Background: an optimization exercise with open tools, aiming at small area, a short achievable clock period and few clock cycles per item. Do not read the settings as production practice. Only simulation tests tie the RTL to the original design; equivalence was not proved. No activity file was given, so power comes from the tool's default toggle rates.

Setup of maple:
// pf_engine
module pf_engine (
    input  wire        clk,
    input  wire        rst,
    input  wire        cmd_valid,
    output wire        cmd_ready,
    input  wire [1:0]  cmd_op,
    input  wire [7:0]  cmd_klen,
    input  wire [7:0]  cmd_tlen,
    input  wire        in_valid,
    output wire        in_ready,
    input  wire [7:0]  in_data,
    output wire        out_valid,
    input  wire        out_ready,
    output wire [7:0]  out_data,
    output wire        done,
    output wire [2:0]  err_code,
    output wire [15:0] err_info
);
For scale: roughly 2500 cells after synthesis, ~62 I/O pins, ~23000 sq um of cells after synthesis.
export LEC_CHECK = 0
export CAP_MARGIN = 25
export CORE_MARGIN = 2
export CORE_UTILIZATION = 52
export SLEW_MARGIN = 25
create_clock -name core_clock -period 10.0 [get_ports {clk}]
standard.sh (not shown) runs the stock make flow with config.mk's settings and CLKGATE_MAP_FILE= SYNTH_SCRIPT=/design/flow/synth_recipe.tcl, a recipe that flattens the netlist after the stock synthesis.
==> flow/flow/run.sh <==
#!/bin/bash
set -euo pipefail
bash standard.sh BUFFER_PORTS_ARGS="-buffer_cell sky130_fd_sc_hd__buf_4" \
    SETUP_SLACK_MARGIN=6.8 TNS_END_PERCENT=100 finish > standard_flow.log 2>&1
Looking at the reports, maple completed the entire flow and the layout it produced met the timing, DRC and antenna checks.
Testbench counts of maple, summed over its fixed seeds: cycles 24,755, bytes 24,035.
The inputs of ember differ from those of maple as listed below.
- changing SLEW_MARGIN from 25 to 20
- changing CAP_MARGIN from 25 to 20
- changing CORE_UTILIZATION from 52 to 40
### Flow results
Re setup slack at placement: maple and ember aren't equal, and the higher value belongs to maple.
ember vs. maple: internal power contribution shrank by 0.020 mW; total wire length after detailed routing decreased by 1200 um relative to the old numbers; register-to-register setup slack shows no meaningful change; quantity of hold-fixing buffers added after cts roughly the same.
Cell area | ember vs maple | ember smaller
Re total of endpoints with negative setup slack in the final report: no difference whatsoever between maple and ember.
Setup changes, ember to umber
==> flow/flow/run.sh <==
#!/bin/bash
set -euo pipefail
bash standard.sh BUFFER_PORTS_ARGS="-buffer_cell sky130_fd_sc_hd__buf_4" finish > standard_flow.log 2>&1
Findings:
[umber] sequential share of layout area rose 2.6 points relative to ember
umber against ember: switching share of power flat; combinational fraction of design power decreased by 3.6 points relative to the old numbers.
The lower first-pass GRT wire length of umber and ember is in umber.
Between umber and ember, the post-route cell area is higher for ember.
Delta (umber minus ember): number of global-route vias before repair shrank by 830, critical path buffer and inverter count decreased by 2 relative to the old numbers, number of sinks handled by clock tree synthesis held steady.
The sequential power was comparable across umber and ember.
ember → umber: layout-stage area growth over the synthesis result went down; detailed route wirelength on metal2 lost 3500 um.

main:
pf_engine, a different RTL version from the one above (not shown whole).
Size: roughly 2600 cells after synthesis, about 400 flip-flops, about 62 I/O pins.
export LEC_CHECK = 0
export CAP_MARGIN = 25
export CORE_MARGIN = 2
export CORE_UTILIZATION = 45
export CTS_CLUSTER_DIAMETER = 100
export CTS_CLUSTER_SIZE = 25
export SLEW_MARGIN = 25
create_clock -name core_clock -period 10.0 [get_ports {clk}]
==> flow/flow/run.sh <==
#!/bin/bash
set -euo pipefail
bash standard.sh BUFFER_PORTS_ARGS="-buffer_cell sky130_fd_sc_hd__buf_4" \
    SETUP_SLACK_MARGIN=6.7 TNS_END_PERCENT=100 finish > standard_flow.log 2>&1
Testbench counts of main, summed over its fixed seeds: cycles 24,755, bytes 24,035.
Setup changes, main to the feature branch
==> flow/flow/run.sh <==
#!/bin/bash
set -euo pipefail
bash standard.sh BUFFER_PORTS_ARGS="-buffer_cell sky130_fd_sc_hd__buf_4" \
    SETUP_SLACK_MARGIN=6.8 TNS_END_PERCENT=100 finish > standard_flow.log 2>&1
diff --git a/flow/config.mk b/flow/config.mk
--- a/flow/config.mk
+++ b/flow/config.mk
@@ -6,8 +6,8 @@
 export NUM_CORES = 4
 export LEC_CHECK = 0
-export CAP_MARGIN = 25
+export CAP_MARGIN = 20
 export CORE_MARGIN = 2
-export CORE_UTILIZATION = 45
+export CORE_UTILIZATION = 40
 export CTS_CLUSTER_DIAMETER = 100
-export CTS_CLUSTER_SIZE = 25
-export SLEW_MARGIN = 25
+export CTS_CLUSTER_SIZE = 30
+export SLEW_MARGIN = 20
--- outcome ---
The feature branch finished every stage and its layout cleared the timing, DRC and antenna checks.
Looking at overall fraction of global-route tracks in use, the feature branch sits 3.8 points below main.
The met3 wire length reported for the feature branch is greater than that of main by about 6%.
The worst-path cell with the longest stage delay comes out sky130_fd_sc_hd__nor3_1 in one run and sky130_fd_sc_hd__a2111oi_0 in the other, namely in the feature branch and main respectively.
Between main and the feature branch, the flow reports final standard cell area without fillers increasing by a few percent.
The feature branch against main: post-layout minimum cycle time decreased by 0.23 ns relative to the old numbers, total of clock buffers placed in the layout decreased by about 20% relative to the old numbers, maximum frequency increased by about 7% relative to the old numbers.

== job 1748 ==
RTL: one of the versions met above, not the one the previous note started from.
Size: about 2500 cells after synthesis, roughly 62 I/O pins, about 23000 sq um of cells after synthesis.
==> flow/config.mk <==
export PLATFORM = sky130hd
export DESIGN_NAME = pf_engine
export DESIGN_NICKNAME = pf_engine
export VERILOG_FILES = /design/flow/design.v
export SDC_FILE = /design/flow/constraint.sdc
export NUM_CORES = 4
export LEC_CHECK = 0
export CAP_MARGIN = 20
export CORE_MARGIN = 2
export CORE_UTILIZATION = 40
export SLEW_MARGIN = 20
==> flow/constraint.sdc <==
create_clock -name core_clock -period 10.0 [get_ports {clk}]
set_input_delay 2.0000 -clock core_clock [delete_from_list [all_inputs] [get_ports {clk}]]
set_output_delay 2.0000 -clock core_clock [all_outputs]
set_load 0.01 [all_outputs]
==> flow/flow/run.sh <==
#!/bin/bash
set -euo pipefail
bash standard.sh BUFFER_PORTS_ARGS="-buffer_cell sky130_fd_sc_hd__buf_4" \
    SETUP_SLACK_MARGIN=6.4 TNS_END_PERCENT=100 finish > standard_flow.log 2>&1
Job 1748: no failed stages, no open violations at the end
Testbench counts of job 1748, summed over its fixed seeds: cycles 24,755, bytes 24,035.
Input-level comparison between job 5494 and job 1748:
Settings: CTS_CLUSTER_DIAMETER: unset -> 100; CTS_CLUSTER_SIZE: unset -> 25.
-- flow/flow/run.sh --
<<< job 1748, line 4
    SETUP_SLACK_MARGIN=6.4 TNS_END_PERCENT=100 finish > standard_flow.log 2>&1
>>> job 5494, line 4
    SETUP_SLACK_MARGIN=6.8 TNS_END_PERCENT=100 finish > standard_flow.log 2>&1
[summary]
[compare] base=job 1748 new=job 5494: transition time of the tightest slew-check pin now smaller; portion of the layout cell area used by non-clock buffers now sits higher; hold slack went up by 0.013 ns; level count of the clock H-tree shrank by 1; clock-buffer cell count decreased 35. Uppermost layer routed: met4 -> job 1748, met5 -> job 5494. Job 5494 vs. job 1748: tightest slew margin relative to the limit now sits higher; clock network fraction of design power fell by 10 points.

[static timing again, ports no longer ideal]
How much do the figures lean on ideal ports? The routed layouts below were timed once more, with nothing changed but the port constraints.
Step 1, drivers: a clkbuf_16 drives clk and a buf_2 each remaining input, both assumed.
Step 2 also shifts input and output timing later by t, the mid clock arrival at the registers, as if the neighbouring blocks saw the same clock.
Three values: no drivers, after step 1, after step 2; two values: the first two.
run | t (ns) | slack for setup (ns) | worst setup path after step 2
maple | 0.658 | 6.706 / 6.706 / 6.398 | input to register
ember | 0.673 | 6.708 / 6.708 / 6.320 | input to register
umber | 0.657 | 5.108 / 5.108 / 5.108 | register to register
main | 0.640 | 6.515 / 6.515 / 6.432 | input to register
the feature branch | 0.625 | 6.743 / 6.743 / 6.446 | input to register
job 1748 | 0.656 | 6.516 / 6.516 / 6.140 | input to register
job 5494 | 0.627 | 6.655 / 6.655 / 6.475 | input to register
After both steps setup and hold are still met in every run listed. For ember, which loses most, drivers alone change the setup slack by 0.000 ns; drivers and shift together by -0.388 ns.
